This is an optimization exercise on Yosys and OpenROAD, whose aim is small area, not a production implementation. The RTL was checked by simulation tests, not by an equivalence proof against the original design. Power and IR drop assume default switching activity.

<file path="flow/run.sh">
#!/bin/bash
# synth_recipe.tcl (not shown) runs the flow's synth.tcl, then flattens the netlist and writes it again
# the make line also repeats each setting of config.mk as NAME=value (left out here)
make -C /OpenROAD-flow-scripts/flow DESIGN_CONFIG=/design/flow/config.mk WORK_HOME=/design/flow/orfs CLKGATE_MAP_FILE= SYNTH_SCRIPT=/design/flow/synth_recipe.tcl finish
</file>
<file path="flow/design.v">
module trfu (
    input  wire        clk,
    input  wire        rst,        
    input  wire        line_in,    
    output wire        line_out,   
    output wire        line_oe,    
    input  wire [15:0] addr,
    input  wire [7:0]  wdata,
    input  wire        we,
    input  wire        re,
    output reg  [7:0]  rdata,
    output wire        exit_app
);
    localparam [7:0] START_MARKER = 8'h1B;
    localparam [7:0] TOKEN        = 8'h0E;
    localparam [2:0] PH_IDLE = 3'd0, PH_RECOVER = 3'd1, PH_RECEIVE = 3'd2,
                     PH_HELD = 3'd3, PH_TRANSMIT = 3'd4, PH_EXITED = 3'd5;
    localparam [1:0] RX_WAIT_FALL1 = 2'd0, RX_ZERO_TAIL = 2'd1, RX_WAIT_RISE = 2'd2,
                     RX_WINDOW = 2'd3;
    localparam [2:0] FS_START = 3'd0, FS_SEQ = 3'd1, FS_LENH = 3'd2, FS_LENL = 3'd3,
                     FS_TOKEN = 3'd4, FS_BODY = 3'd5, FS_CKSUM = 3'd6;
    reg [2:0]  phase;
    reg [9:0]  t_h, t_l;        
    reg        tvalid;
    reg [1:0]  st;
    reg [11:0] cnt;             
    reg [10:0] aux;             
    reg        prev;
    reg [7:0]  sr;              
    reg [1:0]  discard;
    reg [2:0]  fs;
    reg [7:0]  ck;              
    reg [7:0]  seqw;
    reg [5:0]  lenw;            
    reg [5:0]  bidx;            
    reg [7:0]  rxseq, rxck, txseq, txck;
    reg [15:0] txlen;
    reg [2:0]  retry;           
    reg [3:0]  event_r;
    reg [4:0] rot;
    reg [7:0] rxring [0:31];
    reg [7:0] txring [0:31];
    reg [7:0] pend;
    reg       pflag;
    wire [10:0] t_p = {1'b0, t_h} + {1'b0, t_l};
    wire [8:0]  t_q = t_p[10:2];
    wire [10:0] t_w = t_p - {3'b000, t_p[10:3]};
    wire rx   = line_in;
    wire fall = prev & ~rx;
    wire rise = ~prev & rx;
    wire recov = (phase == PH_RECOVER);
    wire recv  = (phase == PH_RECEIVE);
    wire held  = (phase == PH_HELD);
    wire txing = (phase == PH_TRANSMIT);
    assign line_oe  = txing;
    assign line_out = ~(txing & st[0]);
    assign exit_app = (phase == PH_EXITED);
    wire [5:0] rxlen = (held | txing) ? bidx : 6'd0;
    wire [7:0] status = {1'b0, tvalid, exit_app, txing, held, phase};
    wire       low12 = (addr[11:5] == 7'd0);
    wire       page0 = (addr[15:12] == 4'h0) && low12;
    wire       rd_rx = (addr[15:12] == 4'h1) && low12;
    wire       rd_tx = (addr[15:12] == 4'h2) && low12;
    wire [4:0] slot  = addr[4:0] + rot;
    wire [31:0] dec  = 32'd1 << slot;
    wire [255:0] rx_flat, tx_flat;
    genvar gi;
    generate for (gi = 0; gi < 32; gi = gi + 1) begin : FLAT
        assign rx_flat[8*gi+7:8*gi] = rxring[gi];
        assign tx_flat[8*gi+7:8*gi] = txring[gi];
    end endgenerate
    wire [7:0] rx_rd, tx_raw;
    trfu_aomux #(.N(32)) u_rxmux (.d(rx_flat), .sel(dec), .y(rx_rd));
    trfu_aomux #(.N(32)) u_txmux (.d(tx_flat), .sel(dec), .y(tx_raw));
    wire [7:0] tx_rd = tx_raw ^ {8{slot[0]}};
    wire [31:0] rsel = 32'd1 << addr[4:0];
    wire [7:0] reg_rd;
    trfu_aoterms #(.T(21)) u_reg0 (.a({rsel[26], txlen[8], txlen[0], txck[0], txseq[0], rxlen[0], rxck[0], rxseq[0], t_p[8], t_p[0], t_w[8], t_w[0], t_q[8], t_q[0], t_l[8], t_l[0], t_h[8], t_h[0], retry[0], event_r[0], phase[0]}),
        .s({rsel[26], rsel[21], rsel[20], rsel[19], rsel[18], rsel[16], rsel[15], rsel[14], rsel[13], rsel[12], rsel[11], rsel[10], rsel[9], rsel[8], rsel[7], rsel[6], rsel[5], rsel[4], rsel[3], rsel[2], rsel[1]}), .y(reg_rd[0]));
    trfu_aoterms #(.T(21)) u_reg1 (.a({rsel[27], rsel[26], txlen[9], txlen[1], txck[1], txseq[1], rxlen[1], rxck[1], rxseq[1], t_p[9], t_p[1], t_w[9], t_w[1], t_q[1], t_l[9], t_l[1], t_h[9], t_h[1], retry[1], event_r[1], phase[1]}),
        .s({rsel[27], rsel[26], rsel[21], rsel[20], rsel[19], rsel[18], rsel[16], rsel[15], rsel[14], rsel[13], rsel[12], rsel[11], rsel[10], rsel[8], rsel[7], rsel[6], rsel[5], rsel[4], rsel[3], rsel[2], rsel[1]}), .y(reg_rd[1]));
    trfu_aoterms #(.T(18)) u_reg2 (.a({rsel[27], txlen[10], txlen[2], txck[2], txseq[2], rxlen[2], rxck[2], rxseq[2], t_p[10], t_p[2], t_w[10], t_w[2], t_q[2], t_l[2], t_h[2], retry[2], event_r[2], phase[2]}),
        .s({rsel[27], rsel[21], rsel[20], rsel[19], rsel[18], rsel[16], rsel[15], rsel[14], rsel[13], rsel[12], rsel[11], rsel[10], rsel[8], rsel[6], rsel[4], rsel[3], rsel[2], rsel[1]}), .y(reg_rd[2]));
    trfu_aoterms #(.T(16)) u_reg3 (.a({rsel[27], rsel[26], txlen[11], txlen[3], txck[3], txseq[3], rxlen[3], rxck[3], rxseq[3], t_p[3], t_w[3], t_q[3], t_l[3], t_h[3], event_r[3], held}),
        .s({rsel[27], rsel[26], rsel[21], rsel[20], rsel[19], rsel[18], rsel[16], rsel[15], rsel[14], rsel[12], rsel[10], rsel[8], rsel[6], rsel[4], rsel[2], rsel[1]}), .y(reg_rd[3]));
    trfu_aoterms #(.T(14)) u_reg4 (.a({rsel[26], txlen[12], txlen[4], txck[4], txseq[4], rxlen[4], rxck[4], rxseq[4], t_p[4], t_w[4], t_q[4], t_l[4], t_h[4], txing}),
        .s({rsel[26], rsel[21], rsel[20], rsel[19], rsel[18], rsel[16], rsel[15], rsel[14], rsel[12], rsel[10], rsel[8], rsel[6], rsel[4], rsel[1]}), .y(reg_rd[4]));
    trfu_aoterms #(.T(15)) u_reg5 (.a({rsel[24], rsel[22], txlen[13], txlen[5], txck[5], txseq[5], rxlen[5], rxck[5], rxseq[5], t_p[5], t_w[5], t_q[5], t_l[5], t_h[5], exit_app}),
        .s({rsel[24], rsel[22], rsel[21], rsel[20], rsel[19], rsel[18], rsel[16], rsel[15], rsel[14], rsel[12], rsel[10], rsel[8], rsel[6], rsel[4], rsel[1]}), .y(reg_rd[5]));
    trfu_aoterms #(.T(12)) u_reg6 (.a({txlen[14], txlen[6], txck[6], txseq[6], rxck[6], rxseq[6], t_p[6], t_w[6], t_q[6], t_l[6], t_h[6], tvalid}),
        .s({rsel[21], rsel[20], rsel[19], rsel[18], rsel[15], rsel[14], rsel[12], rsel[10], rsel[8], rsel[6], rsel[4], rsel[1]}), .y(reg_rd[6]));
    trfu_aoterms #(.T(11)) u_reg7 (.a({txlen[15], txlen[7], txck[7], txseq[7], rxck[7], rxseq[7], t_p[7], t_w[7], t_q[7], t_l[7], t_h[7]}),
        .s({rsel[21], rsel[20], rsel[19], rsel[18], rsel[15], rsel[14], rsel[12], rsel[10], rsel[8], rsel[6], rsel[4]}), .y(reg_rd[7]));
    always @* begin
        if (page0)      rdata = reg_rd;
        else if (rd_rx) rdata = rx_rd;
        else if (rd_tx) rdata = tx_rd;
        else            rdata = 8'h00;
    end
    wire [9:0] pos    = aux[9:0];
    wire       pre    = pos[9];
    wire       pre_z  = (pos[9:1] == 9'h1FF);
    wire [5:0] byte_j = pos[8:3];
    wire [5:0] nlast  = txlen[5:0] + 6'd5;               
    wire       is_trailer = !pre && (byte_j == nlast + 6'd1);
    wire       is_final   = !pre && (byte_j == nlast) && (pos[2:0] == 3'd7);
    wire       cur_one    = pre ? !pre_z : sr[0];
    wire [10:0] a1     = aux + 11'd1;
    wire [5:0]  byte_n = a1[8:3];
    wire        load_n = !a1[9] && (a1[2:0] == 3'd0) && (byte_n != nlast + 6'd1);
    reg [7:0] fbyte;
    always @* begin
        case (byte_n)
            6'd0: fbyte = START_MARKER;
            6'd1: fbyte = txseq;
            6'd2: fbyte = 8'h00;
            6'd3: fbyte = txlen[7:0];
            6'd4: fbyte = TOKEN;
            default: fbyte = (byte_n == nlast) ? ck : pend;
        endcase
    end
    wire [9:0] ztail  = {1'b0, t_q} + {8'd0, t_p[1:0]};    
    wire [9:0] ftail  = (ztail > 10'd6) ? ztail - 10'd5 : 10'd1;
    reg  [9:0] dur;
    always @* begin
        if (is_trailer)          dur = {1'b0, t_q};
        else if (cur_one)        dur = st[0] ? t_l : t_h;
        else if (st == 2'd3)     dur = is_final ? ftail : ztail;
        else                     dur = {1'b0, t_q};
    end
    wire last_seg = cur_one ? st[0] : (st == 2'd3);
    wire [11:0] c1 = cnt + 12'd1;
    wire [10:0] lowrun1 = fall ? 11'd0 : (!rx ? a1 : aux);
    wire c_3000 = c1[11] & c1[9] & c1[8] & c1[7] & c1[5] & c1[4] & c1[3];
    wire c_1000 = c1[9] & c1[8] & c1[7] & c1[6] & c1[5] & c1[3];
    wire w_hit  = (c1 >= {1'b0, t_w});
    wire lr_hit = (lowrun1 >= t_p);
    reg [2:0]  phase_n;
    reg [9:0]  t_h_n, t_l_n;
    reg        tvalid_n;
    reg [1:0]  st_n;
    reg [11:0] cnt_n;
    reg [10:0] aux_n;
    reg [7:0]  sr_n;
    reg [1:0]  discard_n;
    reg [2:0]  fs_n;
    reg [7:0]  ck_n, seqw_n;
    reg [5:0]  lenw_n, bidx_n;
    reg [7:0]  rxseq_n, rxck_n, txseq_n, txck_n;
    reg [15:0] txlen_n;
    reg [2:0]  retry_n;
    reg [3:0]  event_n;
    reg        rx_put;
    reg        tx_we;
    reg [7:0]  srs;
    task spend_retry(input [3:0] code);
        begin
            event_n = code;
            retry_n = retry + 3'd1;
            if (retry == 3'd3) begin
                event_n = 4'd10;
                phase_n = PH_EXITED;
            end else begin
                phase_n = PH_RECOVER;
                st_n    = 2'd0;
                cnt_n   = 12'd0;
            end
        end
    endtask
    task deliver(input [7:0] b);
        begin
            ck_n = ((fs == FS_START) ? 8'h00 : ck) ^ b;
            case (fs)
                FS_START: begin
                    if (b == START_MARKER) fs_n = FS_SEQ;
                end
                FS_SEQ: begin
                    seqw_n = b;
                    fs_n   = FS_LENH;
                end
                FS_LENH: begin
                    lenw_n = (b != 8'd0) ? 6'h3F : 6'h00;
                    fs_n   = FS_LENL;
                end
                FS_LENL: begin
                    lenw_n = (lenw[5] || b > 8'd32) ? 6'h3F : b[5:0];
                    fs_n   = FS_TOKEN;
                end
                FS_TOKEN: begin
                    bidx_n = 6'd0;
                    if (b == TOKEN) fs_n = (lenw == 6'd0) ? FS_CKSUM : FS_BODY;
                    else            fs_n = FS_START;
                end
                FS_BODY: begin
                    if (bidx[5]) begin
                        fs_n = FS_START;
                    end else begin
                        rx_put = 1'b1;
                        bidx_n = bidx + 6'd1;
                        if (bidx + 6'd1 == lenw) fs_n = FS_CKSUM;
                    end
                end
                default: begin  
                    if (b == ck) begin
                        rxseq_n = seqw;
                        rxck_n  = b;
                        phase_n = PH_HELD;
                    end
                    fs_n = FS_START;
                end
            endcase
        end
    endtask
    task shift_bit(input b);
        begin
            srs = {b, sr[7:1]};
            if (sr[0]) begin
                sr_n    = 8'h80;
                retry_n = 3'd0;
                if (discard != 2'd0) discard_n = discard - 2'd1;
                else                 deliver(srs);
            end else begin
                sr_n = srs;
            end
        end
    endtask
    always @* begin
        phase_n   = phase;
        t_h_n     = t_h;
        t_l_n     = t_l;
        tvalid_n  = tvalid;
        st_n      = st;
        cnt_n     = cnt;
        aux_n     = aux;
        sr_n      = sr;
        discard_n = discard;
        fs_n      = fs;
        ck_n      = ck;
        seqw_n    = seqw;
        lenw_n    = lenw;
        bidx_n    = bidx;
        rxseq_n   = rxseq;
        rxck_n    = rxck;
        txseq_n   = txseq;
        txlen_n   = txlen;
        txck_n    = txck;
        retry_n   = retry;
        event_n   = event_r;
        rx_put    = 1'b0;
        tx_we     = 1'b0;
        srs       = 8'h00;
        case (phase)
            PH_RECOVER: begin
                cnt_n = c1;
                if (rx == st[0]) begin            
                    st_n  = st + 2'd1;
                    cnt_n = 12'd0;
                    if (st == 2'd2) aux_n = c1[10:0];
                    if (st == 2'd3) begin
                        if (aux[9:3] == 7'd0 || c1[9:3] == 7'd0) begin
                            spend_retry(4'd5);
                        end else begin
                            t_h_n     = aux[9:0];
                            t_l_n     = c1[9:0];
                            tvalid_n  = 1'b1;
                            event_n   = 4'd15;
                            sr_n      = 8'hC0;
                            discard_n = 2'd3;
                            fs_n      = FS_START;
                            phase_n   = PH_RECEIVE;
                            st_n      = RX_WAIT_FALL1;
                            aux_n     = 11'd0;
                        end
                    end
                end else if (st[1] ? c_1000 : c_3000) begin
                    spend_retry({2'b00, st} + 4'd1);
                end
            end
            PH_RECEIVE: begin
                cnt_n = c1;
                aux_n = lowrun1;
                case (st)
                    RX_WAIT_FALL1: begin
                        if (fall)       st_n = RX_WINDOW;
                        else if (w_hit) spend_retry(4'd6);
                    end
                    RX_WINDOW: begin
                        if (fall) begin
                            st_n = RX_ZERO_TAIL;
                            shift_bit(1'b0);
                        end else if (w_hit) begin
                            st_n = RX_WAIT_RISE;
                            shift_bit(1'b1);
                        end
                    end
                    default: begin  
                        if (rise) begin
                            st_n  = RX_WAIT_FALL1;
                            cnt_n = 12'd0;
                        end else if (!rx && lr_hit) begin
                            if (st[0]) begin
                                spend_retry(4'd7);
                            end else begin
                                event_n = 4'd9;
                                phase_n = PH_EXITED;
                            end
                        end else if (!st[0] && c1 >= {t_p, 1'b0}) begin
                            spend_retry(4'd8);
                        end
                    end
                endcase
            end
            PH_TRANSMIT: begin
                cnt_n = c1;
                if (c1[9:0] == dur) begin
                    cnt_n = 12'd0;
                    if (is_trailer) begin
                        txck_n  = sr;
                        txlen_n = 16'd0;
                        event_n = 4'd14;
                        phase_n = PH_RECOVER;
                        st_n    = 2'd0;
                    end else if (last_seg) begin
                        st_n  = 2'd0;
                        aux_n = a1;
                        if (load_n) begin
                            sr_n = fbyte;
                            ck_n = ck ^ fbyte;
                        end else begin
                            sr_n = {sr[0], sr[7:1]};
                        end
                    end else begin
                        st_n = st + 2'd1;
                    end
                end
            end
            default: ;
        endcase
        if (we) begin
            if (addr == 16'h0000) begin
                case (wdata)
                    8'h00: ;
                    8'h01: begin  
                        if (phase_n == PH_IDLE || phase_n == PH_EXITED) begin
                            retry_n  = 3'd0;
                            tvalid_n = 1'b0;
                            event_n  = 4'd0;
                            phase_n  = PH_RECOVER;
                            st_n     = 2'd0;
                            cnt_n    = 12'd0;
                        end else begin
                            event_n = 4'd12;
                        end
                    end
                    8'h02: begin  
                        if (phase_n != PH_HELD) begin
                            event_n = 4'd12;
                        end else if (txlen > 16'd32) begin
                            event_n = 4'd13;
                        end else begin
                            phase_n = PH_TRANSMIT;
                            st_n    = 2'd0;
                            cnt_n   = 12'd0;
                            aux_n   = 11'd999;
                            ck_n    = 8'h00;
                        end
                    end
                    8'h03: begin  
                        if (phase_n == PH_HELD) begin
                            phase_n = PH_RECOVER;
                            st_n    = 2'd0;
                            cnt_n   = 12'd0;
                        end else begin
                            event_n = 4'd12;
                        end
                    end
                    8'h04: phase_n = PH_IDLE;  
                    default: event_n = 4'd11;
                endcase
            end else if (phase_n != PH_TRANSMIT) begin
                if (addr == 16'h0012) txseq_n = wdata;
                if (addr == 16'h0014) txlen_n[7:0] = wdata;
                if (addr == 16'h0015) txlen_n[15:8] = wdata;
                if (rd_tx) tx_we = 1'b1;
            end
        end
    end
    always @(posedge clk) begin
        if (rst) begin
            phase   <= PH_IDLE;
            t_h     <= 10'd0;
            t_l     <= 10'd0;
            tvalid  <= 1'b0;
            rxseq   <= 8'h00;
            rxck    <= 8'h00;
            txseq   <= 8'h00;
            txlen   <= 16'd0;
            txck    <= 8'h00;
            retry   <= 3'd0;
            event_r <= 4'd0;
        end else begin
            phase   <= phase_n;
            t_h     <= t_h_n;
            t_l     <= t_l_n;
            tvalid  <= tvalid_n;
            rxseq   <= rxseq_n;
            rxck    <= rxck_n;
            txseq   <= txseq_n;
            txlen   <= txlen_n;
            txck    <= txck_n;
            retry   <= retry_n;
            event_r <= event_n;
        end
    end
    always @(posedge clk) begin
        prev    <= rx;
        st      <= st_n;
        cnt     <= cnt_n;
        aux     <= aux_n;
        sr      <= sr_n;
        discard <= discard_n;
        fs      <= fs_n;
        ck      <= ck_n;
        seqw    <= seqw_n;
        lenw    <= lenw_n;
        bidx    <= bidx_n;
    end
    wire rx_ins = pflag && (rot + bidx[4:0] == 5'd0);
    wire tx_take = txing && (rot + byte_j[4:0] == 5'd0);    
    wire [31:0] tx_hit = {dec[30:0], dec[31]} & {32{tx_we}};
    wire [7:0] wd_n = ~wdata;
    wire [255:0] tx_next;
    generate for (gi = 0; gi < 32; gi = gi + 1) begin : TXR
        trfu_mx2i u_m [7:0] (.a0(txring[(gi + 31) % 32]), .a1((gi % 2) ? wdata : wd_n),
                             .s(tx_hit[gi]), .y(tx_next[8*gi+7:8*gi]));
    end endgenerate
    integer k;
    always @(posedge clk) begin
        rot <= rot + 5'd1;
        for (k = 0; k < 32; k = k + 1) txring[k] <= tx_next[8*k +: 8];
        for (k = 31; k > 0; k = k - 1) rxring[k] <= rxring[k-1];
        rxring[0] <= rx_ins ? pend : rxring[31];
        if (rx_put)       pend <= srs;
        else if (tx_take) pend <= txring[28];
        pflag <= rx_put | (pflag & !rx_ins);
    end
endmodule
module trfu_aomux #(parameter N = 32) (
    input  wire [8*N-1:0] d,
    input  wire [N-1:0]   sel,
    output wire [7:0]     y
);
    localparam K = (N + 2) / 3;
    wire [3*K-1:0] s = {{(3*K-N){1'b0}}, sel};
    genvar b, g;
    generate for (b = 0; b < 8; b = b + 1) begin : BIT
        wire [3*K-1:0] v;
        for (g = 0; g < N; g = g + 1) begin : V
            assign v[g] = d[8*g+b];
        end
        for (g = N; g < 3*K; g = g + 1) begin : Z
            assign v[g] = 1'b0;
        end
        wire [K-1:0] n;
        for (g = 0; g < K; g = g + 1) begin : G
            trfu_aoi222 u (.a1(v[3*g]), .a2(s[3*g]), .b1(v[3*g+1]), .b2(s[3*g+1]),
                           .c1(v[3*g+2]), .c2(s[3*g+2]), .y(n[g]));
        end
        trfu_nandn #(.K(K)) u_or (.a(n), .y(y[b]));
    end endgenerate
endmodule
module trfu_aoterms #(parameter T = 3) (
    input  wire [T-1:0] a,
    input  wire [T-1:0] s,
    output wire         y
);
    localparam K = (T + 2) / 3;
    wire [3*K-1:0] va = {{(3*K-T){1'b0}}, a};
    wire [3*K-1:0] vs = {{(3*K-T){1'b0}}, s};
    wire [K-1:0] n;
    genvar g;
    generate for (g = 0; g < K; g = g + 1) begin : G
        trfu_aoi222 u (.a1(va[3*g]), .a2(vs[3*g]), .b1(va[3*g+1]), .b2(vs[3*g+1]),
                       .c1(va[3*g+2]), .c2(vs[3*g+2]), .y(n[g]));
    end endgenerate
    trfu_nandn #(.K(K)) u_or (.a(n), .y(y));
endmodule
module trfu_mx2i (
    input  wire a0, a1, s,
    output wire y
);
    assign y = ~(s ? a1 : a0);
endmodule
module trfu_aoi222 (
    input  wire a1, a2, b1, b2, c1, c2,
    output wire y
);
    assign y = ~((a1 & a2) | (b1 & b2) | (c1 & c2));
endmodule
module trfu_nandn #(parameter K = 4) (
    input  wire [K-1:0] a,
    output wire         y
);
    assign y = ~&a;
endmodule
</file>
<file path="flow/config.mk">
export PLATFORM = sky130hd
export DESIGN_NAME = trfu
export DESIGN_NICKNAME = trfu
export VERILOG_FILES = /design/flow/design.v
export SDC_FILE = /design/flow/constraint.sdc
export NUM_CORES = 4
export LEC_CHECK = 0
export CAP_MARGIN = 20
export CORE_MARGIN = 2
export CORE_UTILIZATION = 40
export SLEW_MARGIN = 20
export SYNTH_HIERARCHICAL = 1
</file>
<file path="flow/constraint.sdc">
create_clock -name core_clock -period 10.0 [get_ports {clk}]
set_input_delay 2.0000 -clock core_clock [delete_from_list [all_inputs] [get_ports {clk}]]
set_output_delay 2.0000 -clock core_clock [all_outputs]
set_load 0.01 [all_outputs]
</file>
==> summary.txt <==
[Yosys stat by module, one instance, submodules excluded, a selection]
module       cells  copies in the design
trfu_mx2i        1                   256
trfu          2464                     1
trfu_aoi222      1                   220
[routing by layer]
layer | up-vias | global-route usage | wire length (um)
li1 | 11800 | - | -
met1 | 13000 | 0.368 | 45700
met2 | 1576 | 0.449 | 50500
met3 | 309 | 0.0558 | 10800
met4 | 8 | 0.129 | 5480
met5 | - | 0 | 39
[state kept, by name, indices dropped and copies added (netlist names), 10 cells and up]
register / flops
aux: 11
cnt: 12
t_l: 10
txring: 256
txlen: 16
t_h: 10
rxring: 256
[path summary, 6_finish.rpt]
check | startpoint | to | slack [ns] | cells after the start
worst max-delay path | addr[0] | rdata[0] | 0.60 | 17
worst min-delay path | rxring[25][5] | rxring[26][5] | 0.33 | 0
worst max register to register | t_h[0] | ck[0] | 1.78 | 30
worst min register to register | rxring[25][5] | rxring[26][5] | 0.33 | 0
[power by group]
group | total (mW) | leakage (nW) | switching [mW] | internal, mW
registers | 2.75 | 5.75 | 0.0358 | 2.72
logic | 0.580 | 5.30 | 0.392 | 0.187
clock network | 2.96 | 1.29 | 1.19 | 1.78
total | 6.29 | 12.3 | 1.61 | 4.68
[final cells by class]
class / instances / share of cell area
clock inverters: 34 / 0.0173
clock buffers: 99 / 0.0602
inverters: 86 / 0.00931
repair buffers: 122 / 0.0290
multi-input cells: 2179 / 0.450
well taps: 969 / 0.0350
flip-flops and latches: 672 / 0.400
[critical path, delay by kind of cell]
kind	cells	cell delay [ns]
XOR/XNOR	2	0.27
AND/OR/NAND/NOR	6	1.92
buffers and inverters	3	1.34
AO/OA/AOI/OAI	4	1.16
adder cells (fa/ha/maj)	2	0.72
[through the flow]
step,std cells,area [sq um],worst slack (ns),util
2_1_floorplan,3058,30100,2.72,-
3_3_place_gp,4028,32000,0.847,0.430
3_5_place_dp,4028,32000,0.768,0.431
4_1_cts,4161,34700,0.741,0.467
5_1_grt,4161,34700,0.460,0.467
6_report,4161,34700,0.599,0.467
[Yosys cell counts (29+ instances only)]
cell	number	share of area
xnor2_1	66	0.019
a21oi_1	144	0.024
xor2_1	45	0.013
ha_1	81	0.034
o21ai_0	110	0.018
nor3_1	43	0.0072
or3_1	30	0.0063
nand3_1	86	0.014
a222oi_1	223	0.074
nor2_1	271	0.034
dfxtp_1	631	0.42
edfxtp_1	41	0.041
nand4_1	54	0.011
mux2i_1	296	0.099
clkbuf_1	105	0.013
nand2_1	219	0.027
inv_1	82	0.010
a211oi_1	29	0.0073
[placed cells by master (no fill, tap or decap), drive strengths merged, types with 18 or more instances in the layout]
cell             n
nor2           271
dfxtp          631
edfxtp          41
nand2b          24
clkdlybuf4s50   37
and3            19
nor4            21
nor3            44
inv             86
nand3           86
o21ai          112
nand2          219
clkbuf          99
o211ai          23
buf             85
nand4           54
conb            40
xor2            45
a222oi         223
mux2            24
a22oi           18
a21o            28
clkinv          19
and2            20
mux2i          296
a21oi          145
ha              81
a211oi          31
a31oi           19
xnor2           66
or3             31
[cells by family after synthesis]
group	after synthesis	share of synthesized area
simple gates	867	0.140
xor+xnor	114	0.0347
buf+inv	207	0.0267
flops	672	0.462
mux	320	0.108
other cells	5	0.000626
compound gates	751	0.190
fa+ha+maj	87	0.0378
==> flow_metrics.tcl <==
set metrics [dict create \
    fillers 6947 \
    grt_pass1_wl_um 165000 \
    syn_inst 3023 \
    worst_slew_pin_slew_ns 1.31 \
    area_delta_synth_final_pct 15.6 \
    initial_core_util 0.404 \
    fmax_mhz 106 \
    ys_ff_latch 672 \
    hold_class "register to register" \
    final_nets 3250 \
    root_buffer "clkbuf_16" \
    antenna_cells 0 \
    clk_pin_slew_ns 0.06 \
    drc 0 \
    place_congestion 0.966 \
    slowest_delay_ns 0.94 \
    end_kind "primary output" \
    drt_iter0_drc 4076 \
    power.leakage_nw 12.3 \
    slew_headroom 0.125 \
    drv_slew 0 \
    ys_async_sr_fraction 0 \
    ys_types 96 \
    cts.repair.resized 0 \
    io_pins 40 \
    finClkSkew_ns 0.0426 \
    portBuffers 38 \
    crit_path_start_kind "input port" \
    crit_path_cell_trace "clkdlybuf4s50_1 > ha_1 > fa_1 > a21o_1 > a21oi_1 > xor2_1 > buf_4 > nor2_1 > nand3_1 > nor2_2 > a222oi_1 > nand4_1 > or3_1 > xnor2_1 > o22a_1 > nor2_1 > clkdlybuf4s50_1" \
    die_y_um 278 \
    crit_required_ns 8.00 \
    grt_pass1_vias 25800 \
    cp_max_fo 16 \
    cts_setup_buffers 0 \
    final.period_utilization 0.940 \
    drive_above_1_share 0.0930 \
    fp-row-count 100 \
    seq_area_sq_um 13900 \
    drv_cap 0 \
    die_area_sq_um 77200 \
    syn_area_per_cell_sq_um 9.92 \
    core_area_sq_um 74300 \
    synth-edff-count 41 \
    p_total_mw 6.29 \
    multiInputGateArea_sq_um 15600 \
    syn_area_sq_um 30000 \
    cts_buffer_depth 3 \
    wl_um 112000 \
    cts.sinks 672 \
    grt_antenna_before_repair 5 \
    overflow 0 \
    wl_per_cell_um 27.0 \
    fp.dieW_um 278 \
    final-hold-violation-count 0 \
    yosys_warnings 9 \
    outcome "no timing/DRC/antenna violations" \
    htree_levels 3 \
    route.vias.total 26700 \
    rsz0062_at_grt "false" \
    critPathKind "input port to primary output" \
    setup-tns-final_ns 0 \
    worstPathArrival_ns 7.40 \
    firstDrtPassIters 7 \
    dp_hpwl_um 77800 \
    post-route-min-period_ns 9.40 \
    clock_latency_ns 0.65 \
    cts_tree "yes" \
    holdWs_ns 0.333 \
    cp_slowest_cell "nor2_2" \
    ys.flop_type "dfxtp_1" \
    ir_worst_vdd_v 0.000160 \
    power_density_nw_per_um2 181 \
    viasPerCell 6.43 \
    cts_buffers 73 \
    grt_max_degree 78 \
    drtAntennaViolNets 0 \
    yosysSeqAreaShare 0.462 \
    cts_hold_repair.buffers 0 \
    track_usage 0.282 \
    setup_viol 0 \
]

separate check: timing with driven ports:
In the flow no input, the clock included, has a driving cell. The finished layout below was timed again as built, in two steps. Step 1 (the two cells are an assumption about what drives the block):
set clk [get_ports {clk}]
set_driving_cell -lib_cell sky130_fd_sc_hd__clkbuf_16 $clk
set_driving_cell -lib_cell sky130_fd_sc_hd__buf_2 [delete_from_list [all_inputs] $clk]
Step 2, shift: input delay + t, output delay - t, t = (earliest + latest rising clock arrival at the registers) / 2. This alone moves slack from input paths to output paths. Slacks: no drivers / after step 1 / after step 2; pairs: no drivers / after step 1.
t (ns): 0.685
setup slack, ns: 0.599 / 0.574 / 0.574
hold WS [ns]: 0.333 / 0.333 / 0.333
worst setup path after step 2: input to output
After both steps setup and hold are still met in this run. The setup slack of this run moves by -0.025 ns with the drivers and by -0.025 ns with both steps.
